What follows belongs to an exercise in optimizing a design on an open flow for small area, a short achievable clock period and few clock cycles; a production flow would make more cautious choices. Where RTL was checked, it was by simulation tests only, not by an equivalence proof against the original. Function not checked in runs 2 to 5: the RTL went through the layout flow alone. No activity file was given, so power comes from the tool's default toggle rates.

## flow/run.sh

```bash
#!/bin/bash
# The standard layout with three changes: synthesis leaves adders to ABC
# (no half/full-adder cell extraction), the ports get the smallest buffer, and
# ORFS's timing repair aims 7.5 ns below the clock period.
set -euo pipefail
bash standard.sh ADDER_MAP_FILE= SETUP_SLACK_MARGIN=7.5 "BUFFER_PORTS_ARGS=-buffer_cell sky130_fd_sc_hd__buf_1" finish > run_standard.log 2>&1
```

## standard.sh

```bash
#!/bin/bash
# synth_recipe.tcl (not shown) runs the flow's synth.tcl, then flattens the netlist and writes it again
# the make line also repeats each setting of config.mk as NAME=value (left out here)
make -C /OpenROAD-flow-scripts/flow DESIGN_CONFIG=/design/flow/config.mk WORK_HOME=/design/flow/orfs CLKGATE_MAP_FILE= SYNTH_SCRIPT=/design/flow/synth_recipe.tcl "${@:-finish}"
```

## config.mk

```make
export PLATFORM = sky130hd
export DESIGN_NAME = smc_digest
export DESIGN_NICKNAME = smc_digest
export VERILOG_FILES = /design/flow/design.v
export SDC_FILE = /design/flow/constraint.sdc
export NUM_CORES = 4
export LEC_CHECK = 0
export ABC_AREA = 1
export CAP_MARGIN = 20
export CORE_MARGIN = 2
export CORE_UTILIZATION = 40
export CTS_BUF_LIST = sky130_fd_sc_hd__clkbuf_8
export CTS_CLUSTER_DIAMETER = 50
export CTS_CLUSTER_SIZE = 14
export SLEW_MARGIN = 20
export SYNTH_HIERARCHICAL = 1
export TNS_END_PERCENT = 0
```

## constraint.sdc

```tcl
create_clock -name core_clock -period 12.0 [get_ports {clk}]
set_input_delay 2.4000 -clock core_clock [delete_from_list [all_inputs] [get_ports {clk}]]
set_output_delay 2.4000 -clock core_clock [all_outputs]
set_load 0.01 [all_outputs]
```

## design.v

```verilog
module smc_digest (
    input  wire         clk,
    input  wire         rst,         
    input  wire         in_valid,
    output wire         in_ready,
    input  wire [31:0]  in_data,     
    input  wire         in_last,     
    input  wire [2:0]   in_nbytes,   
    output reg          out_valid,   
    output wire [127:0] out_digest   
);
    localparam [31:0] IV0 = 32'h01234567;
    localparam [31:0] IV1 = 32'h89ABCDEF;
    localparam [31:0] IV2 = 32'hFEDCBA98;
    localparam [31:0] IV3 = 32'h76543210;
    reg [511:0] ring;            
    reg [31:0]  a, b, c, d;      
    reg [31:0]  p0, p1, p2, p3;  
    reg [31:0]  q;               
    reg [6:0]   kp;              
    reg [15:0]  rsel;            
    reg [3:0]   ph;              
    reg [4:0]   nw;              
    reg         ld_first, ld_final;   
    reg         ex_first, ex_final;   
    reg         dummy;           
    reg         msg_done;        
    reg         mark_pending;    
    reg         late;            
    reg [9:0]   nwords;          
    reg [1:0]   lastnb;          
    reg         step;            
    reg         ffwd;            
    reg [3:0]   fsel;            
    reg [4:0]   s;               
    reg         load_iv;         
    reg         at16, at65;      
    wire [3:0] j       = nw[3:0];
    wire       ld_slot = !nw[4] && (ph == j);
    assign in_ready    = ld_slot && !msg_done;
    wire       take    = in_ready && in_valid;
    wire       pad_ld  = ld_slot && msg_done;
    reg [31:0] last_word;
    always @(*) begin
        case (in_nbytes)
            3'd0:    last_word = 32'h00000080;
            3'd1:    last_word = {16'h0000, 8'h80, in_data[7:0]};
            3'd2:    last_word = {8'h00, 8'h80, in_data[15:0]};
            3'd3:    last_word = {8'h80, in_data[23:0]};
            default: last_word = in_data;
        endcase
    end
    wire [31:0] pad_word = mark_pending ? 32'h00000080 :
                           (j == 4'd14 && !late) ? {17'd0, nwords, lastnb, 3'd0} : 32'd0;
    wire [31:0] in_word  = in_last ? last_word : in_data;
    wire [31:0] lane15   = take ? in_word : (pad_ld ? pad_word : ring[31:0]);
    wire [31:0] f = ({32{fsel[0]}} & ((b & c) | (~b & d)))
                  | ({32{fsel[1]}} & ((b & d) | (c & ~d)))
                  | ({32{fsel[2]}} & (b ^ c ^ d))
                  | ({32{fsel[3]}} & (c ^ (b | ~d)));
    wire [31:0] t;
    smc_add32 u_add_t (.x(q), .y(f), .s(t));
    wire [63:0] t2  = {t, t} << s;
    wire [31:0] rot = t2[63:32];
    wire [31:0] nb;
    smc_add32 u_add_nb (.x(step ? b : 32'd0), .y(rot), .s(nb));
    wire [3:0] ni = kp[3:0];
    reg        pf;               
    wire [6:0] kp1 = (kp == 7'd67) ? 7'd0 : kp + 7'd1;
    wire [6:0] kpn = pf ? kp1 : kp;
    wire [3:0] ph_n  = at65 ? 4'd0 : ph + 4'd1;
    wire [3:0] x     = kpn[3:0];
    wire       ph_ok = !at65 && ph_n == x + 4'd1;
    wire       pf_s1 = (kpn[6:4] != 3'd0) ||
                       (ph_ok && ((nw > {1'b0, x}) || (ld_slot && msg_done && nw == {1'b0, x})));
    wire       pf_s2 = ph_ok && ld_slot && !msg_done && nw == {1'b0, x};
    wire       pf_n  = pf_s1 || (pf_s2 && in_valid);
    function [3:0] lane_of(input [6:0] op);
        case (op[5:4])
            2'd0:    lane_of = 4'd15;
            2'd1:    lane_of = {op[1:0], 2'b00};
            2'd2:    lane_of = {op[2:0], 1'b0} + 4'd4;
            default: lane_of = op[3:0] * 4'd6 + 4'd15;
        endcase
    endfunction
    function [4:0] rot_amt(input [1:0] r, input [1:0] i);
        case ({r, i})
            4'h0: rot_amt = 5'd1;   4'h1: rot_amt = 5'd8;   4'h2: rot_amt = 5'd15;  4'h3: rot_amt = 5'd22;
            4'h4: rot_amt = 5'd2;   4'h5: rot_amt = 5'd9;   4'h6: rot_amt = 5'd16;  4'h7: rot_amt = 5'd23;
            4'h8: rot_amt = 5'd3;   4'h9: rot_amt = 5'd10;  4'hA: rot_amt = 5'd17;  4'hB: rot_amt = 5'd24;
            4'hC: rot_amt = 5'd4;   4'hD: rot_amt = 5'd11;  4'hE: rot_amt = 5'd18;  default: rot_amt = 5'd31;
        endcase
    endfunction
    reg [31:0] rk;
    always @(*) begin
        case (kp[5:4])
            2'd0:    rk = 32'h11111111;
            2'd1:    rk = 32'h22222222;
            2'd2:    rk = 32'h44444444;
            default: rk = 32'h88888888;
        endcase
    end
    reg [31:0] ivw;
    always @(*) begin
        case (kp[1:0])
            2'd0:    ivw = IV0;
            2'd1:    ivw = IV3;
            2'd2:    ivw = IV2;
            default: ivw = IV1;
        endcase
    end
    reg [31:0] wr;
    integer li;
    always @(*) begin
        wr = 32'd0;
        for (li = 0; li < 16; li = li + 1)
            wr = wr | ({32{rsel[li]}} & ring[li*32 +: 32]);
    end
    wire [31:0] wsel = !pf ? 32'd0 :
                       kp[6] ? (ex_first ? ivw : p1) : wr;
    wire [31:0] ksel = (pf && !kp[6]) ? {rk[31:8], rk[7:0] + {4'd0, ni}} : 32'd0;
    wire [31:0] an   = load_iv ? IV0 : d;
    wire [31:0] cs_s = an ^ wsel ^ ksel;
    wire [31:0] cs_c = (an & wsel) | (an & ksel) | (wsel & ksel);
    wire [31:0] qn;
    smc_add32bk u_add_q (.x(cs_s), .y({cs_c[30:0], 1'b0}), .s(qn));
    assign out_digest = {p1, p2, p3, p0};
    always @(posedge clk) begin
        ring <= {lane15, ring[511:32]};
        p0 <= p1;
        p1 <= p2;
        p2 <= p3;
        p3 <= ffwd ? nb : p0;
        a <= load_iv ? IV0 : d;
        b <= load_iv ? IV1 : nb;
        c <= load_iv ? IV2 : b;
        d <= load_iv ? IV3 : c;
        q <= qn;
        rsel <= 16'd1 << lane_of(kpn);
    end
    always @(posedge clk) begin
        if (rst) begin
            out_valid    <= 1'b0;
            kp           <= 7'd67;
            pf           <= 1'b1;
            step         <= 1'b0;
            ffwd         <= 1'b1;
            fsel         <= 4'b0000;
            s            <= 5'd0;
            load_iv      <= 1'b0;
            at16         <= 1'b0;
            at65         <= 1'b0;
            ph           <= 4'd0;
            nw           <= 5'd0;
            ld_first     <= 1'b1;
            ld_final     <= 1'b0;
            ex_first     <= 1'b1;
            ex_final     <= 1'b1;
            dummy        <= 1'b1;
            msg_done     <= 1'b0;
            mark_pending <= 1'b0;
            late         <= 1'b0;
            nwords       <= 10'd0;
            lastnb       <= 2'd0;
        end else begin
            out_valid <= load_iv && !dummy;
            if (load_iv) dummy <= 1'b0;
            kp      <= kpn;
            pf      <= pf_n;
            step    <= pf && !kp[6];
            ffwd    <= pf && kp[6];
            fsel    <= (pf && !kp[6]) ? (4'b0001 << kp[5:4]) : 4'b0000;
            s       <= (pf && !kp[6]) ? rot_amt(kp[5:4], kp[1:0]) : 5'd0;
            load_iv <= pf && kp == 7'd67 && ex_final;
            at16    <= pf && kp == 7'd16;
            at65    <= pf && kp == 7'd65;
            if (at16) begin
                ex_first <= ld_first;
                ex_final <= ld_final;
            end
            if (at65) begin
                ph       <= 4'd0;
                nw       <= 5'd0;
                ld_first <= ex_final;
                ld_final <= 1'b0;
                late     <= 1'b0;
                if (ex_final) begin
                    msg_done     <= 1'b0;
                    mark_pending <= 1'b0;
                    nwords       <= 10'd0;
                    lastnb       <= 2'd0;
                end
            end else begin
                ph <= ph + 4'd1;
                if (take || pad_ld) nw <= nw + 5'd1;
                if (take) begin
                    if (in_last) begin
                        if (in_nbytes[2]) nwords <= nwords + 10'd1;
                        lastnb       <= in_nbytes[1:0];
                        msg_done     <= 1'b1;
                        mark_pending <= (in_nbytes == 3'd4);
                        if (in_nbytes < 3'd4 && j[3:1] == 3'b111) late <= 1'b1;
                    end else begin
                        nwords <= nwords + 10'd1;
                    end
                end
                if (pad_ld) begin
                    if (mark_pending) begin
                        mark_pending <= 1'b0;
                        if (j[3:1] == 3'b111) late <= 1'b1;
                    end else if (j == 4'd14 && !late) begin
                        ld_final <= 1'b1;
                    end
                end
            end
        end
    end
endmodule
module smc_add32 (
    input  wire [31:0] x,
    input  wire [31:0] y,
    output wire [31:0] s
);
    assign s = x + y;
endmodule
module smc_add32bk (
    input  wire [31:0] x,
    input  wire [31:0] y,
    output wire [31:0] s
);
  wire [31:0] g0 = x & y, p0 = x ^ y;
  wire [31:0] g[0:9], p[0:9];
  assign g[0] = g0; assign p[0] = p0;
  genvar l, i;
  generate for (l = 0; l < 5; l = l + 1) begin: up
    for (i = 0; i < 32; i = i + 1) begin: b
      if (((i + 1) % (2 << l)) == 0) begin
        assign g[l+1][i] = g[l][i] | (p[l][i] & g[l][i - (1<<l)]);
        assign p[l+1][i] = p[l][i] & p[l][i - (1<<l)];
      end else begin
        assign g[l+1][i] = g[l][i];
        assign p[l+1][i] = p[l][i];
      end
    end
  end
  for (l = 0; l < 4; l = l + 1) begin: dn
    for (i = 0; i < 32; i = i + 1) begin: b
      localparam integer D = 8 >> l;
      if (((i + 1) % (2*D)) == D && i >= 2*D - 1 + 0 && i > D) begin
        assign g[l+6][i] = g[l+5][i] | (p[l+5][i] & g[l+5][i - D]);
        assign p[l+6][i] = p[l+5][i] & p[l+5][i - D];
      end else begin
        assign g[l+6][i] = g[l+5][i];
        assign p[l+6][i] = p[l+5][i];
      end
    end
  end endgenerate
  assign s = p0 ^ {g[9][30:0], 1'b0};
endmodule
```

==> results of run 1 <==
==> cell usage after synthesis (all sizes together) (31+ instances only) <==
master / count
dfxtp: 836
nand4: 102
nor2: 629
o21ai: 221
nor3: 52
xor2: 69
o2111ai: 32
or2: 31
inv: 607
nand2: 2137
a21oi: 153
nand3: 197
clkbuf: 112
==> final timing paths <==
path	from	to	slack [ns]	cells past startpoint
setup / recovery	fsel[3]	p3[14]	7.40	34
hold / removal	ring[282]	ring[250]	0.33	0
setup reg to reg	fsel[3]	p3[14]	7.40	34
hold reg to reg	ring[282]	ring[250]	0.33	0
==> power by group <==
group          leakage [uW]  total [uW]  internal, uW  switching, uW
Clock              0.000988        2030           950           1080
Combinational        0.0129        7160          2260           4890
Sequential          0.00699        4950          4040            905
==> worst max-delay path: cells and delay by family (launching register included) <==
family / cells / cell delay [ns]
xor gates and xnor gates: 1 / 0.15
DFF: 1 / 0.39
buffers and inverters: 6 / 0.65
and+or+nand+nor: 22 / 2.32
AOI/OAI and AO/OA: 5 / 1.00
==> modules after synthesis, one instance, submodules excluded <==
module / cell area [um2] / flip-flops and latches / times used
smc_add32: 2730 / 0 / 2
smc_add32bk: 1350 / 0 / 1
smc_digest: 29800 / 836 / 1
==> cells by family after synthesis <==
group           after synthesis
simple gates               3167
other cells                   1
compound gates              479
fa+ha+maj                     1
flops                       836
buf+inv                     752
xor+xnor                     88
==> final cells by class <==
cell class	instances	area [um2]
fillers	9195	47600
multi-input cells	3737	18800
flip-flops and latches	836	16900
inverters	610	2300
well taps	1176	1470
repair buffers	255	1400
clock buffers	90	1240
clock inverters	51	651
diodes	4	10.0
==> state kept, by name (all words and copies together) (netlist names), 2 cells and up <==
| register | flops |
|---|---|
| p2 | 32 |
| c | 32 |
| p0 | 32 |
| ph | 4 |
| lastnb | 2 |
| ring | 512 |
| q | 32 |
| s | 5 |
| fsel | 4 |
| d | 32 |
| rsel | 16 |
| p3 | 32 |
| p1 | 32 |
| b | 32 |
| nwords | 10 |
| kp | 7 |
| nw | 5 |
==> stage by stage <==
step	area (um2)	utilization, %	setup slack (ns)
finish	42700	47.3	7.40
global route	42700	47.3	7.03
CTS	41300	45.8	7.48
detailed placement	38300	42.4	6.65
global placement	38300	42.4	6.70
floorplan	36600	-	8.34
==> layer usage <==
metal | track usage (%) | vias to the layer above
met1 | 37.2 | 15900
met2 | 39.4 | 1164
met4 | 8.30 | 8
met5 | 0 | -
met3 | 3.81 | 210
li1 | - | 16900
==> repair_timing <==
| action | in CTS | in global routing |
|---|---|---|
| pin swaps | 79 | 145 |
| hold buffers | 0 | 0 |
| resized for setup | 251 | 330 |
| endpoints found under the setup margin | 64 | 75 |
| buffers inserted | 36 | 23 |
==> results.txt, run 1 <==
* Run status: finished clean
* Max IR drop VDD at 0.217 mV
* Critical path type: reg -> reg
* Total of max-cap violations at 0
* Max H-tree Level at 3
* Commonest cells after routing, fill and taps aside: 1,883 x nand2_1, 794 x dfxtp_1, 569 x inv_1, 482 x nor2_1, 211 x nand2_2
* Sequential share of the synthesized area at 45.8%
* Cell repeated most along the worst path: nand2_1
* Fmax achieved at 0.218 GHz
* Clock latency at the later pin of the worst-skew pair at 0.78 ns
* Slowest stage delay, CP at 0.39 ns
* Critical Path Sink Type: register
* Die Y-Extent at 306 um
* Top flip-flop cell by instance count after synthesis: dfxtp_1
* Highest metal layer with signal wires: met5
* Data arrival time of the critical path at 5.26 ns
* Largest area contributor in the netlist: dfxtp_1
* Number of placement rows at 110
* Number of global-route vias before repair at 31,200
* First-pass GRT wire length at 186,000 um
* Initial cell density of the core at 40.5%
* Yosys warns at 8
* Count of state elements after synthesis at 836
* Ranking of synthesized cells by area: dfxtp_1 46%, nand2_1 21%, inv_1 5.9%, nor2_1 5.5%, nand3_1 2.6%
* Power consumption at 14,100 uW
* DRT iter0 DRCs at 3,185
* Xor-xnor portion of the synthesized cell area at 2.13%
* Total Die Area at 0.0938 mm2
* Via count at 34,200
* Pre-Repair DR Iteration Count at 6
* Residual DRC at 0
* Final HPWL from detailed placement at 89,100 um
* Pwr dens at 331 mW/mm2
* Clock tree skew after final layout at 0.0529 ns
* Met2 routed wirelength at 53,100 um
* Fraction of the mapped netlist area in compound gates at 7.55%
* Buffers added on ports at 168
* Antenna violations before repair at 8
* Total standard cell area after synthesis at 0.0366 mm2
* Async set or reset register ratio after synthesis at 0%
* Post-route ant nets at 0
* Number of enable flip-flop cells after synthesis at 0
* Min-delay worst type: reg -> reg
* Number of pins with negative max-slew slack in the final report at 0
* Horizontal die dimension at 306 um
* Clock-pin slew on the worst setup and hold paths at 0.08 ns
* Pin count of the biggest net entering global routing at 65
* Post-synthesis adder-cell area fraction at 0.0274%
* Clock tree sinks at 836
* Met1 routed wirelength after detailed routing at 58,000 um
* Grt ovf at 0
* Total length of routed met3 wires at 9400 um
* Clock Root Buffer: clkbuf_8
* Slew HR at 9.53%
* Critical Path Slowest Stage Cell: dfxtp_4
* Global routing usage summed across all routing layers at 25.8%
* Final hold vios at 0
* TritonCTS clock tree: done
* Routed length per instance at 18.4 um
* Io pins at 169
* Fraction of final layout cells sized beyond drive strength 1 at 16.7%
* Placed Instances at 6,555
* Post-layout min period at 4.60 ns
* Leading cell type in the layout, fill and taps excluded: nand2_1
* Setup TNS Final at 0 ns
* Detail-routed via count per cell at 5.06
* Core area at 0.0903 mm2
* Share of the synthesized area in the top cell type at 45.8%
* Number of nets in the finished design at 5,565
* GP Congestion at 0.984
* Synthesized instance count at 5,324
* Largest family of logic cells by synthesized area: simple AND/OR/NAND/NOR gates
* Number of clock buffers inserted by TritonCTS at 86
* Share of the clock period used by the worst path after layout at 38.3%
* Kind of launch point of the worst setup path: register
* Mux share of post-synthesis cell area at 0%
* Final worst hold slack at 0.332 ns
* Synth-to-layout area growth at 16.8%
* # setup viols final at 0
* Transition time at the pin with the least slew margin at 1.36 ns
* Final wirelength at 125,000 um
* Count of placed standard cells in the final layout, fillers left out at 6,759
* Fraction of the mapped netlist area in simple logic gates at 36.7%
* Worst Path Required at 12.66 ns
* Worst Path Max Fanout at 16
* LEAKAGE at 0.0209 uW
* Per-instance average area after synthesis at 6.87 um2
* Unrepaired setup endpoints after global routing: yes
* Number of unique standard cell types used by synthesis at 58
* Max Buffers Root-to-Sink at 3
Testbench counts, summed over its fixed seeds: cycles 86,588.
==> run 2, diff against run 1 <==
--- a/design.v
+++ b/design.v
@@ -20,4 +20,7 @@
     reg [6:0]   kp;              
     reg [15:0]  rsel;            
+    reg         sel_h;           
+    reg [3:0]   sel_iv;          
+    reg         sel_k;           
     reg [3:0]   ph;              
     reg [4:0]   nw;              
@@ -76,4 +79,5 @@
     wire       pf_s2 = ph_ok && ld_slot && !msg_done && nw == {1'b0, x};
     wire       pf_n  = pf_s1 || (pf_s2 && in_valid);
+    wire       ex_first_n = at16 ? ld_first : ex_first;
     function [3:0] lane_of(input [6:0] op);
         case (op[5:4])
@@ -110,14 +114,14 @@
         endcase
     end
-    reg [31:0] wr;
+    reg [31:0] wsel;
     integer li;
     always @(*) begin
-        wr = 32'd0;
+        wsel = ({32{sel_h}} & p1)
+             | ({32{sel_iv[0]}} & IV0) | ({32{sel_iv[1]}} & IV3)
+             | ({32{sel_iv[2]}} & IV2) | ({32{sel_iv[3]}} & IV1);
         for (li = 0; li < 16; li = li + 1)
-            wr = wr | ({32{rsel[li]}} & ring[li*32 +: 32]);
-    end
-    wire [31:0] wsel = !pf ? 32'd0 :
-                       kp[6] ? (ex_first ? ivw : p1) : wr;
-    wire [31:0] ksel = (pf && !kp[6]) ? {rk[31:8], rk[7:0] + {4'd0, ni}} : 32'd0;
+            wsel = wsel | ({32{rsel[li]}} & ring[li*32 +: 32]);
+    end
+    wire [31:0] ksel = sel_k ? {rk[31:8], rk[7:0] + {4'd0, ni}} : 32'd0;
     wire [31:0] an   = load_iv ? IV0 : d;
     wire [31:0] cs_s = an ^ wsel ^ ksel;
@@ -137,5 +141,8 @@
         d <= load_iv ? IV3 : c;
         q <= qn;
-        rsel <= 16'd1 << lane_of(kpn);
+        rsel   <= (pf_n && !kpn[6]) ? (16'd1 << lane_of(kpn)) : 16'd0;
+        sel_k  <= pf_n && !kpn[6];
+        sel_h  <= pf_n && kpn[6] && !ex_first_n;
+        sel_iv <= (pf_n && kpn[6] && ex_first_n) ? (4'd1 << kpn[1:0]) : 4'd0;
     end
     always @(posedge clk) begin
==> flow/run.sh (replaced) <==
#!/bin/bash
set -euo pipefail
bash standard.sh SETUP_SLACK_MARGIN=7 finish > run_standard.log 2>&1
--- a/config.mk
+++ b/config.mk
@@ -10,8 +10,5 @@
 export CORE_MARGIN = 2
 export CORE_UTILIZATION = 40
-export CTS_BUF_LIST = sky130_fd_sc_hd__clkbuf_8
-export CTS_CLUSTER_DIAMETER = 50
-export CTS_CLUSTER_SIZE = 14
 export SLEW_MARGIN = 20
 export SYNTH_HIERARCHICAL = 1
-export TNS_END_PERCENT = 0
+export TNS_END_PERCENT = 100
==> run 2 against run 1 <==
Effect of this change: power grew 9.0%; final cell count decreased by 12%; synthesized area decreased by 4.3%; critical path depth down 1; combinational power increased by 5.4%; clock power grew about 30%; sequential share of layout area decreased by 0.72 points.
==> results.txt, run 2 <==
* Run status: finished clean
* Synthesized instance count at 4,480 (-16%)
* Clock tree sinks at 842 (+0.72%)
* Final hold vios at 0 (unchanged)
* Share of the clock period used by the worst path after layout at 41.4% (+3.1 points)
* Number of nets in the finished design at 4,935 (-11%)
* Max H-tree Level at 3 (unchanged)
* Global routing usage summed across all routing layers at 25.0% (-0.78 points)
* Slowest stage delay, CP at 0.41 ns (+0.02 ns)
* Residual DRC at 0 (unchanged)
* # setup viols final at 0 (unchanged)
* Sequential share of the synthesized area at 48.2% (+2.4 points)
* Cell repeated most along the worst path: nand2_2
* Clock tree skew after final layout at 0.0541 ns (+0.00117 ns)
* Total standard cell area after synthesis at 0.0350 mm2 (-4.3%)
* Critical path type: reg -> reg
* Detail-routed via count per cell at 5.06 (about the same)
* Buffers added on ports at 168 (unchanged)
* LEAKAGE at 0.0204 uW (-2.3%)
* Setup slack, reg-to-reg at 7.03 ns (-0.37 ns)
* Max IR drop VDD at 0.208 mV (-4.5%)
* Total Die Area at 0.0899 mm2 (-4.2%)
* Cell with the most instances after synthesis: nand2_1
* Worst Path Required at 12.48 ns (-0.18 ns)
* Ranking of synthesized cells by area: dfxtp_1 48%, nand2_1 15%, inv_1 6.0%, ha_1 4.0%, nor2_1 3.8%
* Via count at 30,200 (-12%)
* DRT iter0 DRCs at 2,185 (-31%)
* Number of enable flip-flop cells after synthesis at 0 (unchanged)
* Setup TNS Final at 0 ns (unchanged)
* Commonest cells after routing, fill and taps aside: 1,277 x nand2_1, 798 x dfxtp_1, 529 x inv_1, 318 x nor2_1
* Critical Path Sink Type: register
* Core area at 0.0868 mm2 (-3.9%)
* Count of state elements after synthesis at 842 (+0.72%)
* Number of pins with negative max-slew slack in the final report at 0 (unchanged)
* Max Buffers Root-to-Sink at 3 (unchanged)
* Per-instance average area after synthesis at 7.81 um2 (+14%)
* Routed length per instance at 19.6 um (+6.5%)
* First-pass GRT wire length at 171,000 um (-8.1%)
* Unrepaired setup endpoints after global routing: yes
* Pre-Repair DR Iteration Count at 5 (-1)
* Count of placed standard cells in the final layout, fillers left out at 5,958 (-12%)
* Antenna violations before repair at 7 (-1)
* Flip-flop count of the largest register after layout at 512 (unchanged)
* Die Y-Extent at 300 um (-2.1%)
* Slew HR at 9.29% (-0.24 points)
* Clock latency at the later pin of the worst-skew pair at 0.67 ns (-0.11 ns)
* Min-delay worst type: reg -> reg
* Pwr dens at 352 mW/mm2 (+6.3%)
* Power consumption at 15,400 uW (+9.0%)
* Clock Root Buffer: clkbuf_16
* Critical Path Slowest Stage Cell: ha_1
* Register containing the most flip-flops in the final layout: ring
* Io pins at 169 (unchanged)
* Top cell types by occurrence after synthesis: 1,436 x nand2_1, 842 x dfxtp_1, 559 x inv_1
* Number of unique standard cell types used by synthesis at 55 (-5.2%)
* Share of the synthesized area in the top cell type at 48.2% (+2.4 points)
* FF-to-FF path depth at 33 (-2.9%)
* Kind of launch point of the worst setup path: register
* Number of global-route vias before repair at 27,800 (-11%)
* Final HPWL from detailed placement at 83,700 um (-6.0%)
* Initial cell density of the core at 40.3% (-0.15 points)
* Worst Path Max Fanout at 5 (-11)
* Fmax achieved at 0.201 GHz (-7.4%)
* GP Congestion at 0.967 (-1.7%)
* Yosys warns at 8 (unchanged)
* Placed Instances at 5,715 (-13%)
* Grt ovf at 0 (unchanged)
* TritonCTS clock tree: done
* Horizontal die dimension at 300 um (-2.1%)
* Clock-pin slew on the worst setup and hold paths at 0.07 ns (about the same)
* Transition time at the pin with the least slew margin at 1.36 ns (+0.00362 ns)
* Largest area contributor in the netlist: dfxtp_1
* Post-layout min period at 4.97 ns (+0.370 ns)
* Data arrival time of the critical path at 5.44 ns (+0.18 ns)
* Final wirelength at 117,000 um (-6.1%)
* Number of cells traversed by the worst hold path at 0 (unchanged)
* Async set or reset register ratio after synthesis at 0% (unchanged)
* Leading cell type in the layout, fill and taps excluded: nand2_1
* Fraction of final layout cells sized beyond drive strength 1 at 17.7% (+1.0 points)
* Pin count of the biggest net entering global routing at 65 (unchanged)
* Post-route ant nets at 0 (unchanged)
* Synth-to-layout area growth at 25.0%
* Number of clock buffers inserted by TritonCTS at 84 (-2.3%)
* Total of max-cap violations at 0 (unchanged)
* Top flip-flop cell by instance count after synthesis: dfxtp_1
* Number of placement rows at 108 (-1.8%)
[run 2: worst paths after layout]
kind	from	to
max	b[8]	b[16]
min	ring[197]	ring[165]
max reg2reg	b[8]	b[16]
min reg2reg	ring[197]	ring[165]
[run 2: power by group]
group          leakage (uW)  internal, uW  switching (uW)
Combinational        0.0120          3020            4530
Clock               0.00136          1480            1150
Sequential          0.00701          4180            1040
[run 2: timing repair]
| item | CTS | global route |
|---|---|---|
| resized for setup | 132 | 537 |
| setup buffers | 31 | 56 |
| pin swaps | 31 | 167 |
| setup endpoints to repair | 62 | 55 |
| hold buffers | 0 | 0 |
| gates cloned | 0 | 0 |
[run 2: layer usage]
metal | GRT usage (%) | wire [um] | vias to the layer above
li1 | - | - | 14800
met1 | 35.0 | 53500 | 14300
met2 | 40.0 | 52600 | 929
met3 | 3.55 | 6990 | 183
met4 | 7.49 | 3850 | 0
met5 | 0 | 0 | -
[run 2: layout make-up]
| class | count | area [um2] |
|---|---|---|
| Multi-Input combinational cell | 2941 | 17700 |
| Fill cell | 8248 | 43000 |
| Tap cell | 1155 | 1450 |
| Timing Repair Buffer | 294 | 2730 |
| Clock inverter | 33 | 398 |
| Antenna cell | 3 | 7.51 |
| Clock buffer | 120 | 2400 |
| Inverter | 570 | 2160 |
| Sequential cell | 842 | 17000 |
[run 2: metrics by stage]
stage	instance area [um2]	setup WS, ns	utilization, %	hold WS [ns]
global placement	37900	6.17	43.7	0.332
floorplan	35000	7.68	-	0.327
finish	43800	7.03	50.4	0.315
CTS	41300	6.98	47.6	0.308
global route	43700	6.84	50.4	0.323
detailed placement	37900	6.18	43.7	0.334
[run 2: cell families (layout without fill, tap and decap cells)]
| group | Yosys count | after routing | synth area share (%) |
|---|---|---|---|
| AND/OR/NAND/NOR | 2183 | 2183 | 25.8 |
| flip-flops | 842 | 842 | 48.2 |
| buffers and inverters | 697 | 1017 | 7.49 |
| AO/OA/AOI/OAI | 486 | 486 | 8.76 |
| adder cells (fa/ha/maj) | 163 | 163 | 6.90 |
| XOR/XNOR | 60 | 60 | 1.50 |
| multiplexers | 48 | 48 | 1.37 |
| other | 1 | 4 | 0.0107 |
[run 2: critical path, delay by kind of cell, from the launching register on]
| family | cells | cell delay, ns |
|---|---|---|
| AOI/OAI and AO/OA | 4 | 0.56 |
| muxes | 2 | 0.40 |
| xor gates and xnor gates | 1 | 0.19 |
| and+or+nand+nor | 19 | 1.76 |
| DFF | 1 | 0.38 |
| adders and majority gates | 3 | 1.05 |
| buffers and inverters | 4 | 0.46 |
[run 2: Yosys stat by module (local to each module, per instance)]
module	cells	cell area (um2)	times used	flops+latches
smc_add32	494	2380	2	0
smc_digest	3318	28900	1	842
smc_add32bk	174	1350	1	0
==> run 3, diff against run 2 <==
==> flow/run.sh (replaced) <==
#!/bin/bash
set -euo pipefail
bash standard.sh SETUP_SLACK_MARGIN=7 "BUFFER_PORTS_ARGS=-buffer_cell sky130_fd_sc_hd__buf_1" finish > run_standard.log 2>&1
--- a/config.mk
+++ b/config.mk
@@ -10,4 +10,7 @@
 export CORE_MARGIN = 2
 export CORE_UTILIZATION = 40
+export CTS_BUF_LIST = sky130_fd_sc_hd__clkbuf_8
+export CTS_CLUSTER_DIAMETER = 50
+export CTS_CLUSTER_SIZE = 14
 export SLEW_MARGIN = 20
 export SYNTH_HIERARCHICAL = 1
==> run 3 against run 2 <==
Effect of this change: still clean on timing, DRC and antenna; synthesized area did not move; count of clock-buffer cells in the layout fell by 22; synthesized cell count did not move; worst hold slack got worse by 0.016 ns; via count fell by 0.91%; final cell count fell by 0.70%; setup slack improved by 0.030 ns; sequential cell count did not move; utilization fell by 3.7 points; clock skew rose by 0.016 ns; clock power fell by 22%; global-route usage fell by 0.37 points.
==> results.txt, run 3 <==
* Final worst hold slack at 0.299 ns (-0.0159 ns)
* Max H-tree Level at 3 (unchanged)
* Worst Hold Launch: ring[138]
* Core area at 0.0868 mm2 (unchanged)
* Hold-fix buffers at CTS at 0 (unchanged)
* Global routing met3 resource utilization at 3.96% (+0.41 points)
* Setup Slack @ Placement at 6.24 ns (+0.0636 ns)
* Count of state elements after synthesis at 842 (unchanged)
* Power consumption at 13,800 uW (-10%)
* Fmax achieved at 0.203 GHz (+0.60%)
* Total Die Area at 0.0899 mm2 (unchanged)
* First-pass GRT wire length at 169,000 um (-1.2%)
* Pre-Repair DR Iteration Count at 6 (+1)
* Worst Path Required at 12.58 ns (+0.10 ns)
* Number of placement rows at 108 (unchanged)
* Critical path type: reg -> reg
* Pwr dens at 340 mW/mm2 (-3.4%)
* Flip-flop count of the largest register after layout at 512 (unchanged)
* Max Buffers Root-to-Sink at 3 (unchanged)
* Clock tree skew after final layout at 0.0704 ns (+0.0163 ns)
* LEAKAGE at 0.0192 uW (-5.9%)
* Clock-pin slew on the worst setup and hold paths at 0.09 ns (+0.02 ns)
* Final instance area at 0.0405 mm2 (-7.4%)
* Number of clock buffers inserted by TritonCTS at 93 (+11%)
* Max IR drop VDD at 0.178 mV (-14%)
* Part of the total power dissipated in sequential elements at 37.5% (+3.6 points)
* Setup TNS Final at 0 ns (unchanged)
* Number of unique standard cell types used by synthesis at 55 (unchanged)
* Data arrival time of the critical path at 5.51 ns (+0.07 ns)
* Critical Path Sink Type: register
* Routed length per instance at 19.1 um (-2.5%)
* Unrepaired setup endpoints after global routing: yes
* TritonCTS clock tree: done
* Met1 Use GR at 34.2% (-0.76 points)
* Run status: finished clean
* Critical R2R Launch: b[1]
* Pin count of the biggest net entering global routing at 65 (unchanged)
* Residual DRC at 0 (unchanged)
* Antenna violations before repair at 8 (+1)
* Number of pins with negative max-slew slack in the final report at 0 (unchanged)
* Largest area contributor in the netlist: dfxtp_1
* Final HPWL from detailed placement at 82,000 um (-2.1%)
* DRT iter0 DRCs at 2,140 (-2.1%)
* Most used routing layer: met2
* Cell repeated most along the worst path: nand2_2
* Horizontal die dimension at 300 um (unchanged)
* Final hold vios at 0 (unchanged)
* # setup viols final at 0 (unchanged)
* GP Congestion at 0.931 (-3.8%)
* Total of max-cap violations at 0 (unchanged)
* Placement-stage cell area at 0.0369 mm2 (-2.8%)
* Count of buffer and inverter cells on the critical path at 3 (-1)
* Commonest cells after routing, fill and taps aside: 1,378 x nand2_1, 804 x dfxtp_1, 546 x inv_1, 336 x nor2_1, 168 x buf_1
* Met2 usage at 39.3% (-0.69 points)
* Clock network power share at 14.8% (-2.3 points)
* Detail-routed via count per cell at 5.05 (-0.20%)
* Initial cell density of the core at 40.3% (unchanged)
* Top cell types by occurrence after synthesis: 1,436 x nand2_1, 842 x dfxtp_1, 559 x inv_1
* Slowest stage delay, CP at 0.42 ns (about the same)
* Leading cell type in the layout, fill and taps excluded: nand2_1
* Worst Path Max Fanout at 4 (-1)
* Synth-to-layout area growth at 15.8%
* Sequential share of the synthesized area at 48.2% (unchanged)
* Critical Path Slowest Stage Cell: fa_2
* Min-delay worst type: reg -> reg
* Clock latency at the later pin of the worst-skew pair at 0.78 ns (+0.11 ns)
* Post-layout min period at 4.94 ns (-0.0298 ns)
* Per-instance average area after synthesis at 7.81 um2 (unchanged)
* Post-route ant nets at 0 (unchanged)
* Top flip-flop cell by instance count after synthesis: dfxtp_1
* Switching part of the total at 46.1% (+2.4 points)
* Synthesized instance count at 4,480 (unchanged)
* Clock Root Buffer: clkbuf_8
* Worst setup path start: b[1]
* Share of the synthesized area in the top cell type at 48.2% (unchanged)
* Worst setup margin at 7.06 ns (+0.0298 ns)
* Final wirelength at 113,000 um (-3.2%)
* Cell with the most instances after synthesis: nand2_1
* Top delay family on crit path: simple AND/OR/NAND/NOR gates
* Share of the clock period used by the worst path after layout at 41.1% (-0.25 points)
* Kind of launch point of the worst setup path: register
* Number of global-route vias before repair at 27,700 (-0.30%)
* Register containing the most flip-flops in the final layout: ring
* Async set or reset register ratio after synthesis at 0% (unchanged)
* Transition time at the pin with the least slew margin at 1.16 ns (-0.204 ns)
* Ranking of synthesized cells by area: dfxtp_1 48%, nand2_1 15%, inv_1 6.0%, ha_1 4.0%, nor2_1 3.8%
* Filler cell count at 8,660 (+5.0%)
* Via count at 29,900 (-0.91%)
* Combinational share of power at 47.6% (-1.4 points)
* Total standard cell area after synthesis at 0.0350 mm2 (unchanged)
* Fraction of final layout cells sized beyond drive strength 1 at 13.3% (-4.4 points)
* Die Y-Extent at 300 um (unchanged)
* Net switching power at 6350 uW (-5.6%)
* Number of enable flip-flop cells after synthesis at 0 (unchanged)
* Global routing usage summed across all routing layers at 24.6% (-0.37 points)
* Slew HR at 22.9% (+14 points)
* Grt ovf at 0 (unchanged)
* Number of nets in the finished design at 4,910 (-0.51%)
* Io pins at 169 (unchanged)
* Int Pwr at 7440 uW (-14%)
* Clock tree sinks at 842 (unchanged)
* Yosys warns at 8 (unchanged)
* Buffers added on ports at 168 (unchanged)
run 3: cell counts after synthesis:
No cell type changed its count.
run 3: power groups by stage:
stage	Sequential, uW	Combinational (uW)	Clock [uW]
detailed placement	5170	5690	0
global placement	5170	5620	0
finish	5180	6570	2040
floorplan	4810	3870	0
global route	5320	7300	2190
CTS	5140	5850	2080
run 3: layout make-up:
cell class	instances	area, um2	share of cell area [%]
diodes	1	2.50	0.00617
clock buffers	98	1350	3.33
clock inverters	49	578	1.43
inverters	570	2140	5.29
multi-input cells	2941	16700	41.3
flip-flops and latches	842	16900	41.8
well taps	1155	1450	3.57
repair buffers	260	1340	3.32
run 3: timing repair:
| action | in CTS | in global routing |
|---|---|---|
| setup buffers | 11 | 45 |
| resized for setup | 89 | 323 |
| pin swaps | 12 | 100 |
| endpoints found under the setup margin | 56 | 62 |
run 3: per-stage QoR:
step	utilization, %	std cells
final	46.7	5916
after global routing	46.7	5916
after global placement	42.5	5712
after CTS	45.0	5870
after detailed placement	42.5	5712
after floorplan	-	4480
run 3: Yosys stat by module (local to each module, per instance):
module       flops+latches  cells  area [um2]
smc_digest             842   3318       28900
smc_add32                0    494        2380
smc_add32bk              0    174        1350
run 3: final timing paths:
| path | endpoint | slack [ns] | depth (start not counted) |
|---|---|---|---|
| max | p3[24] | 7.06 | 36 |
| min reg2reg | ring[106] | 0.30 | 0 |
| max reg2reg | p3[24] | 7.06 | 36 |
| min | ring[106] | 0.30 | 0 |
run 3: per-layer routing:
layer / up-vias / wire, um
li1: 14700 / -
met1: 14100 / 51500
met2: 897 / 50500
met3: 180 / 7990
met4: 2 / 3310
met5: - / 11
run 3: worst reg2reg max path, delay by kind of cell, from the launching register on:
family	cells	cell delay [ns]
and+or+nand+nor	23	1.97
adders and majority gates	3	1.03
DFF	1	0.37
muxes	2	0.44
buffers and inverters	3	0.33
AOI/OAI and AO/OA	5	0.67
run 3: logic make-up after synthesis:
family | count (synthesis) | share of synthesized area (%)
AO/OA/AOI/OAI | 486 | 8.76
buffers and inverters | 697 | 7.49
flip-flops | 842 | 48.2
adder cells (fa/ha/maj) | 163 | 6.90
multiplexers | 48 | 1.37
other | 1 | 0.0107
AND/OR/NAND/NOR | 2183 | 25.8
XOR/XNOR | 60 | 1.50
==> run 4, diff against run 3 <==
--- a/config.mk
+++ b/config.mk
@@ -9,5 +9,5 @@
 export CAP_MARGIN = 20
 export CORE_MARGIN = 2
-export CORE_UTILIZATION = 40
+export CORE_UTILIZATION = 55
 export CTS_BUF_LIST = sky130_fd_sc_hd__clkbuf_8
 export CTS_CLUSTER_DIAMETER = 50
==> run 4 against run 3 <==
Effect of this change: critical endpoint is now p3[28]; die area is 27% lower; setup slack better by 0.054 ns; clock skew fell by 0.021 ns; sequential cell count stayed put.
==> results.txt, run 4 <==
* Run status: finished clean
* Clock Root Buffer: clkbuf_8
* Critical path type: reg -> reg
* Final wirelength at 111,000 um (-2.3%)
* Critical Path Slowest Stage Cell: dfxtp_2
* Fraction of final layout cells sized beyond drive strength 1 at 14.1% (+0.79 points)
* Flip-flop count of the largest register after layout at 512 (unchanged)
* Horizontal die dimension at 256 um (-15%)
* Min-delay worst type: reg -> reg
* Final HPWL from detailed placement at 80,000 um (-2.4%)
* Placed Instances at 5,405 (-5.4%)
* Total of max-cap violations at 0 (unchanged)
* Final instance area at 0.0405 mm2 (about the same)
* Pin count of the biggest net entering global routing at 65 (unchanged)
* Residual DRC at 0 (unchanged)
* DRT iter0 DRCs at 2,104 (-1.7%)
* Synth-to-layout area growth at 15.7% (about the same)
* Pwr dens at 347 mW/mm2 (+1.9%)
* Clock-pin slew on the worst setup and hold paths at 0.09 ns (about the same)
* Number of nets in the finished design at 4,918 (+0.16%)
* LEAKAGE at 0.0192 uW (+0.19%)
* Yosys warns at 8 (unchanged)
* Worst Path Required at 12.57 ns (about the same)
* Final worst hold slack at 0.326 ns (+0.0273 ns)
* Clock tree sinks at 842 (unchanged)
* Kind of launch point of the worst setup path: register
* Die Y-Extent at 256 um (-15%)
* Number of clock buffers inserted by TritonCTS at 84 (-9.7%)
* Max IR drop VDD at 0.158 mV (-12%)
* Top delay family on crit path: simple AND/OR/NAND/NOR gates
* Post-route ant nets at 0 (unchanged)
* Largest area contributor in the netlist: dfxtp_1
* Top flip-flop cell by instance count after synthesis: dfxtp_1
* Detail-routed via count per cell at 5.31 (+5.2%)
* Routed length per instance at 19.8 um (+3.2%)
* Via count at 29,800 (-0.40%)
* Max H-tree Level at 3 (unchanged)
* First-pass GRT wire length at 164,000 um (-2.5%)
* # setup viols final at 0 (unchanged)
* Total standard cell area after synthesis at 0.0350 mm2 (unchanged)
* Total Die Area at 0.0657 mm2 (-27%)
* Final hold vios at 0 (unchanged)
* Fmax achieved at 0.205 GHz (+1.1%)
* Pre-Repair DR Iteration Count at 6 (unchanged)
* Count of state elements after synthesis at 842 (unchanged)
* Register area at 0.0169 mm2 (about the same)
* Area of the multi-input gates at 0.0171 mm2 (+2.2%)
* Global routing usage summed across all routing layers at 32.8% (+8.1 points)
* Count of buffer and inverter cells on the critical path at 2 (-1)
* Clock latency at the later pin of the worst-skew pair at 0.73 ns (-0.05 ns)
* Filler cell count at 5,695 (-34%)
* Leading cell type in the layout, fill and taps excluded: nand2_1
* Antenna violations before repair at 4 (-4)
* GP Congestion at 0.990 (+6.4%)
* Transition time at the pin with the least slew margin at 1.11 ns (-0.0448 ns)
* Setup TNS Final at 0 ns (unchanged)
* Io pins at 169 (unchanged)
* Data arrival time of the critical path at 5.45 ns (-0.06 ns)
* Share of the synthesized area in the top cell type at 48.2% (unchanged)
* Count of placed standard cells in the final layout, fillers left out at 5,603 (-5.3%)
* Post-layout min period at 4.88 ns (-0.0540 ns)
* Cell with the most instances after synthesis: nand2_1
* TritonCTS clock tree: done
* Initial cell density of the core at 55.6% (+15 points)
* Commonest cells after routing, fill and taps aside: 1,352 x nand2_1, 809 x dfxtp_1, 547 x inv_1, 331 x nor2_1, 168 x buf_1
* Async set or reset register ratio after synthesis at 0% (unchanged)
* Sequential share of the synthesized area at 48.2% (unchanged)
* Number of placement rows at 92 (-15%)
* Per-instance average area after synthesis at 7.81 um2 (unchanged)
* Number of enable flip-flop cells after synthesis at 0 (unchanged)
* Ranking of synthesized cells by area: dfxtp_1 48%, nand2_1 15%, inv_1 6.0%, ha_1 4.0%, nor2_1 3.8%
* Top cell types by occurrence after synthesis: 1,436 x nand2_1, 842 x dfxtp_1, 559 x inv_1
* Number of global-route vias before repair at 27,600 (-0.30%)
* Placement-stage cell area at 0.0365 mm2 (-1.0%)
* Critical Path Sink Type: register
* Number of unique standard cell types used by synthesis at 55 (unchanged)
* Slowest stage delay, CP at 0.42 ns (about the same)
* Worst Path Max Fanout at 5 (+1)
* Cell repeated most along the worst path: nand2_1
* Slew HR at 25.9% (+3.0 points)
* Unrepaired setup endpoints after global routing: yes
* Clock tree skew after final layout at 0.0499 ns (-0.0205 ns)
* Register containing the most flip-flops in the final layout: ring
* Hold-fix buffers at CTS at 0 (unchanged)
* Number of pins with negative max-slew slack in the final report at 0 (unchanged)
* Max Buffers Root-to-Sink at 3 (unchanged)
* Grt ovf at 0 (unchanged)
* Core area at 0.0630 mm2 (-27%)
* Share of the clock period used by the worst path after layout at 40.7% (-0.45 points)
* Buffers added on ports at 168 (unchanged)
* Synthesized instance count at 4,480 (unchanged)
==> run 4: where the power goes <==
| part | switching, uW | internal [uW] | leakage (uW) |
|---|---|---|---|
| clock network | 1050 | 862 | 0.000891 |
| logic | 4390 | 2570 | 0.0113 |
| registers | 1010 | 4160 | 0.00701 |
==> run 4: timing repair <==
action / 4_1_cts / 5_1_grt
setup buffers: 28 / 42
pin swaps: 31 / 126
resized for setup: 148 / 325
hold endpoints to repair: 0 / 0
setup endpoints to repair: 57 / 54
==> run 4: path summary, 6_finish.rpt <==
check,startpoint,endpoint,slack [ns],cells after the start
setup / recovery,b[15],p3[28],7.12,36
hold / removal,ring[450],ring[418],0.33,0
setup reg to reg,b[15],p3[28],7.12,36
hold reg to reg,ring[450],ring[418],0.33,0
==> run 4: logic make-up (layout without fill, tap and decap cells) <==
| logic type | after synthesis | count (layout) | synth area share (%) |
|---|---|---|---|
| AO/OA/AOI/OAI | 486 | 486 | 8.76 |
| XOR/XNOR | 60 | 60 | 1.50 |
| flip-flops | 842 | 842 | 48.2 |
| other | 1 | 2 | 0.0107 |
| multiplexers | 48 | 48 | 1.37 |
| buffers and inverters | 697 | 973 | 7.49 |
| AND/OR/NAND/NOR | 2183 | 2183 | 25.8 |
| adder cells (fa/ha/maj) | 163 | 163 | 6.90 |
==> run 4: cell type report <==
type,count,area share (%)
Multi-Input combinational cell,2941,42.2
Clock inverter,39,1.39
Inverter,570,5.33
Timing Repair Buffer,277,3.71
Sequential cell,842,41.8
Clock buffer,87,2.96
Antenna cell,1,0.00618
Tap cell,846,2.61
==> run 4: routing by layer <==
layer | vias up | part of all wire (%) | global-route usage, %
met5 | - | 0 | 0
met4 | 0 | 3.7 | 11.6
met3 | 188 | 5.2 | 3.75
met2 | 846 | 47 | 55.0
met1 | 14000 | 44 | 43.8
li1 | 14700 | - | -
==> run 4: stage by stage <==
stage                     setup WS (ns)  total power [uW]  util [%]
after floorplan                    7.68              8680         -
after global placement             6.45             10800      58.0
after detailed placement           6.40             10900      58.0
after CTS                          7.00             13200      61.7
after global routing               6.74             15000      64.3
final                              7.12             14000      64.3
==> run 4: per-module statistics from Yosys, one instance, submodules excluded <==
module | copies in the design | cell area (um2) | flops+latches | cells inside
smc_add32bk | 1 | 1350 | 0 | 174
smc_add32 | 2 | 2380 | 0 | 494
smc_digest | 1 | 28900 | 842 | 3318
==> run 5, diff against run 4 <==
--- a/design.v
+++ b/design.v
@@ -37,5 +37,5 @@
     reg [3:0]   fsel;            
     reg [4:0]   s;               
-    reg         load_iv;         
+    reg [3:0]   inj;             
     reg         at16, at65;      
     wire [3:0] j       = nw[3:0];
@@ -105,13 +105,4 @@
         endcase
     end
-    reg [31:0] ivw;
-    always @(*) begin
-        case (kp[1:0])
-            2'd0:    ivw = IV0;
-            2'd1:    ivw = IV3;
-            2'd2:    ivw = IV2;
-            default: ivw = IV1;
-        endcase
-    end
     reg [31:0] wsel;
     integer li;
@@ -124,7 +115,6 @@
     end
     wire [31:0] ksel = sel_k ? {rk[31:8], rk[7:0] + {4'd0, ni}} : 32'd0;
-    wire [31:0] an   = load_iv ? IV0 : d;
-    wire [31:0] cs_s = an ^ wsel ^ ksel;
-    wire [31:0] cs_c = (an & wsel) | (an & ksel) | (wsel & ksel);
+    wire [31:0] cs_s = d ^ wsel ^ ksel;
+    wire [31:0] cs_c = (d & wsel) | (d & ksel) | (wsel & ksel);
     wire [31:0] qn;
     smc_add32bk u_add_q (.x(cs_s), .y({cs_c[30:0], 1'b0}), .s(qn));
@@ -136,8 +126,10 @@
         p2 <= p3;
         p3 <= ffwd ? nb : p0;
-        a <= load_iv ? IV0 : d;
-        b <= load_iv ? IV1 : nb;
-        c <= load_iv ? IV2 : b;
-        d <= load_iv ? IV3 : c;
+        a <= d;
+        b <= (inj == 4'd0) ? nb :
+             ({32{inj[0]}} & IV0) | ({32{inj[1]}} & IV3) |
+             ({32{inj[2]}} & IV2) | ({32{inj[3]}} & IV1);
+        c <= b;
+        d <= c;
         q <= qn;
         rsel   <= (pf_n && !kpn[6]) ? (16'd1 << lane_of(kpn)) : 16'd0;
@@ -149,5 +141,5 @@
         if (rst) begin
             out_valid    <= 1'b0;
-            kp           <= 7'd67;
+            kp           <= 7'd65;
             pf           <= 1'b1;
             step         <= 1'b0;
@@ -155,9 +147,9 @@
             fsel         <= 4'b0000;
             s            <= 5'd0;
-            load_iv      <= 1'b0;
+            inj          <= 4'b0001;
             at16         <= 1'b0;
             at65         <= 1'b0;
             ph           <= 4'd0;
-            nw           <= 5'd0;
+            nw           <= 5'd16;    
             ld_first     <= 1'b1;
             ld_final     <= 1'b0;
@@ -171,6 +163,6 @@
             lastnb       <= 2'd0;
         end else begin
-            out_valid <= load_iv && !dummy;
-            if (load_iv) dummy <= 1'b0;
+            out_valid <= inj[3] && !dummy;
+            if (inj[3]) dummy <= 1'b0;
             kp      <= kpn;
             pf      <= pf_n;
@@ -179,5 +171,5 @@
             fsel    <= (pf && !kp[6]) ? (4'b0001 << kp[5:4]) : 4'b0000;
             s       <= (pf && !kp[6]) ? rot_amt(kp[5:4], kp[1:0]) : 5'd0;
-            load_iv <= pf && kp == 7'd67 && ex_final;
+            inj     <= (pf && kp[6] && ex_final) ? (4'd1 << kp[1:0]) : 4'd0;
             at16    <= pf && kp == 7'd16;
             at65    <= pf && kp == 7'd65;
--- a/config.mk
+++ b/config.mk
@@ -9,5 +9,5 @@
 export CAP_MARGIN = 20
 export CORE_MARGIN = 2
-export CORE_UTILIZATION = 55
+export CORE_UTILIZATION = 40
 export CTS_BUF_LIST = sky130_fd_sc_hd__clkbuf_8
 export CTS_CLUSTER_DIAMETER = 50
@@ -15,3 +15,3 @@
 export SLEW_MARGIN = 20
 export SYNTH_HIERARCHICAL = 1
-export TNS_END_PERCENT = 100
+export TNS_END_PERCENT = 0
==> run 5 against run 4 <==
Effect of this change: critical endpoint is now p3[13]; sequential cell count up 3; largest cell class unchanged; synthesized cell count is 3.6% lower; combinational power down about 20%; critical path depth shrank 2; die area up 36%; clock power rose by 5%; via count fell by 0.74%; count of clock-buffer cells in the layout is 7 higher; largest power group unchanged; final cell count rose by 3.1%; non-clock buffer count is 3 lower; sequential power fell by 12%; setup slack worse by 0.15 ns.
==> results.txt, run 5 <==
* Count of state elements after synthesis at 845 (+0.36%)
* Clock tree skew after final layout at 0.0944 ns (+0.0445 ns)
* Slowest stage delay, CP at 0.42 ns (about the same)
* Total standard cell area after synthesis at 0.0348 mm2 (-0.52%)
* Critical Path Sink Type: register
* Synth-to-layout area growth at 18.3%
* Slew HR at 9.66% (-16 points)
* Clock tree sinks at 845 (+0.36%)
* First-pass GRT wire length at 167,000 um (+1.7%)
* Pre-Repair DR Iteration Count at 6 (unchanged)
* Min-delay worst type: reg -> reg
* Critical path type: reg -> reg
* Via count at 29,600 (-0.74%)
* Clock-pin slew on the worst setup and hold paths at 0.09 ns (about the same)
* Worst Path Max Fanout at 4 (-1)
* Final HPWL from detailed placement at 81,500 um (+1.8%)
* Number of placement rows at 108 (+17%)
* Number of unique standard cell types used by synthesis at 62 (+13%)
* Grt ovf at 0 (unchanged)
* Fraction of final layout cells sized beyond drive strength 1 at 17.1% (+3.0 points)
* Flip-flop count of the largest register after layout at 512 (unchanged)
* Leading cell type in the layout, fill and taps excluded: nand2_1
* Share of the clock period used by the worst path after layout at 42.0% (+1.3 points)
* Horizontal die dimension at 299 um (+17%)
* Register containing the most flip-flops in the final layout: ring
* Initial cell density of the core at 40.3% (-15 points)
* Buffers added on ports at 168 (unchanged)
* Post-layout min period at 5.04 ns (+0.154 ns)
* Max H-tree Level at 3 (unchanged)
* Share of the synthesized area in the top cell type at 48.6% (+0.43 points)
* Routed length per instance at 19.6 um (-0.55%)
* Fmax achieved at 0.199 GHz (-3.0%)
* Register area at 0.0170 mm2 (+0.54%)
* Unrepaired setup endpoints after global routing: yes
* Number of clock buffers inserted by TritonCTS at 91 (+8.3%)
* Number of nets in the finished design at 4,772 (-3.0%)
* Worst Path Required at 12.63 ns (+0.06 ns)
* Placement-stage cell area at 0.0367 mm2 (+0.42%)
* Io pins at 169 (unchanged)
* Cell with the most instances after synthesis: nand2_1
* Top flip-flop cell by instance count after synthesis: dfxtp_1
* LEAKAGE at 0.0190 uW (-0.96%)
* Core area at 0.0865 mm2 (+37%)
* Setup TNS Final at 0 ns (unchanged)
* TritonCTS clock tree: done
* Number of global-route vias before repair at 27,300 (-0.94%)
* Largest area contributor in the netlist: dfxtp_1
* Filler cell count at 8,502 (+49%)
* Max IR drop VDD at 0.167 mV (+6.0%)
* Clock Root Buffer: clkbuf_8
* Area of the multi-input gates at 0.0173 mm2 (+1.4%)
* Final hold vios at 0 (unchanged)
* Hold-fix buffers at CTS at 0 (unchanged)
* Sequential share of the synthesized area at 48.6% (+0.43 points)
* Detail-routed via count per cell at 5.12 (-3.7%)
* # setup viols final at 0 (unchanged)
* Residual DRC at 0 (unchanged)
* Total Die Area at 0.0894 mm2 (+36%)
* Pin count of the biggest net entering global routing at 65 (unchanged)
* Top cell types by occurrence after synthesis: 1,409 x nand2_1, 845 x dfxtp_1, 510 x inv_1
* Max Buffers Root-to-Sink at 3 (unchanged)
* Total of max-cap violations at 0 (unchanged)
* Run status: finished clean
* Number of pins with negative max-slew slack in the final report at 0 (unchanged)
* Per-instance average area after synthesis at 8.06 um2 (+3.2%)
* Data arrival time of the critical path at 5.67 ns (+0.22 ns)
* Global routing usage summed across all routing layers at 24.7% (-8.1 points)
* Critical Path Slowest Stage Cell: ha_2
* Clock latency at the later pin of the worst-skew pair at 0.79 ns (+0.06 ns)
* Transition time at the pin with the least slew margin at 1.36 ns (+0.244 ns)
* Number of enable flip-flop cells after synthesis at 0 (unchanged)
* Final wirelength at 113,000 um (+2.5%)
* GP Congestion at 0.970 (-2.0%)
* Kind of launch point of the worst setup path: register
* DRT iter0 DRCs at 2,515 (+20%)
* Commonest cells after routing, fill and taps aside: 1,307 x nand2_1, 795 x dfxtp_1, 495 x inv_1, 229 x nor2_1, 168 x buf_1
* Pwr dens at 293 mW/mm2 (-15%)
* Async set or reset register ratio after synthesis at 0% (unchanged)
* Final instance area at 0.0412 mm2 (+1.7%)
* Yosys warns at 8 (unchanged)
* Cell repeated most along the worst path: nand2_1
* Synthesized instance count at 4,319 (-3.6%)
* Antenna violations before repair at 6 (+2)
* Ranking of synthesized cells by area: dfxtp_1 49%, nand2_1 15%, inv_1 5.5%, ha_1 4.1%, nor2_1 2.9%
* Die Y-Extent at 299 um (+17%)
* Post-route ant nets at 0 (unchanged)
run 5: final cells by class:
class	instances	share of cell area, %
clock inverters	48	1.49
clock buffers	94	3.14
well taps	1155	3.51
flip-flops and latches	845	41.3
inverters	525	4.80
multi-input cells	2833	42.1
repair buffers	274	3.60
diodes	3	0.0182
run 5: final timing paths:
kind	start	to	slack, ns	cells past startpoint
max	c[10]	p3[13]	6.96	34
min reg2reg	ring[311]	ring[279]	0.31	0
min	ring[311]	ring[279]	0.31	0
max reg2reg	c[10]	p3[13]	6.96	34
run 5: critical path: cells and delay by family (launching register included):
family / cells / cell delay, ns
xor+xnor: 1 / 0.17
buf+inv: 5 / 0.58
simple gates: 18 / 1.68
compound gates: 6 / 0.83
mux: 2 / 0.55
flops: 1 / 0.34
fa+ha+maj: 2 / 0.76
run 5: where the power goes:
group	switching (uW)	leakage [uW]	internal, uW
combinational	3540	0.0111	2010
clock	1130	0.000974	874
sequential	773	0.00696	3760
run 5: modules after synthesis (local to each module, per instance):
module / flops+latches / copies in the design
smc_digest: 845 / 1
smc_add32: 0 / 2
smc_add32bk: 0 / 1
run 5: cells by family after synthesis:
family	count (synthesis)	share of synthesized area, %
flops	845	48.6
fa+ha+maj	163	6.94
other cells	1	0.0108
xor+xnor	64	1.61
buf+inv	641	7.03
compound gates	446	8.48
simple gates	2080	25.0
mux	79	2.38
run 5: stage by stage:
stage	worst slack, ns	util (%)	instances	hold slack, ns	power [uW]
after floorplan	7.46	-	4319	0.327	7230
after CTS	6.92	45.6	5729	0.297	11400
after detailed placement	6.03	42.4	5556	0.335	9060
final	6.96	47.6	5777	0.305	12100
after global placement	6.03	42.4	5555	0.332	9020
after global routing	6.70	47.6	5775	0.310	12800
run 5: per-layer routing:
metal  vias to the layer above  GRT usage [%]  share of wire, %
met3                       194           3.12               6.2
met5                         -              0                 0
met2                       965           38.7                44
met4                         0           7.37               3.2
li1                      14400              -                 -
met1                     14000           35.5                47
run 5: what timing repair did:
action,in CTS,in global routing
endpoints found under the setup margin,65,61
pin swaps,46,161
buffers inserted,31,45
gates resized for setup,211,383

==> afterwards: timing with drivers on the ports <==
Ports are ideal in the flow. The routed layouts listed here were re-timed in OpenROAD. Step 1 assumes that a clkbuf_16 drives the clock port and a buf_2 every other input. Step 2, shift: input delay + t, output delay - t, t = (earliest + latest rising clock arrival at the registers) / 2. This alone moves slack from input paths to output paths. Slacks: no drivers / after step 1 / after step 2; pairs: no drivers / after step 1.
| run | t (ns) | slack for setup (ns) | slew at the worst register clock pin (ns) | cell pins on the clock port's net |
|---|---|---|---|---|
| run 1 | 0.814 | 7.404 / 7.404 / 7.404 | 0.10 / 0.10 | 1 |
| run 2 | 0.712 | 7.034 / 7.034 / 6.981 | 0.07 / 0.07 | 1 |
| run 3 | 0.812 | 7.064 / 7.064 / 7.064 | 0.10 / 0.10 | 1 |
| run 4 | 0.764 | 7.118 / 7.118 / 7.118 | 0.09 / 0.09 | 1 |
| run 5 | 0.808 | 6.964 / 6.964 / 6.964 | 0.09 / 0.09 | 1 |
After both steps setup and hold are still met in every run listed. The setup slack of run 2, which loses most, moves by 0.000 ns with the drivers and by -0.053 ns with both steps.
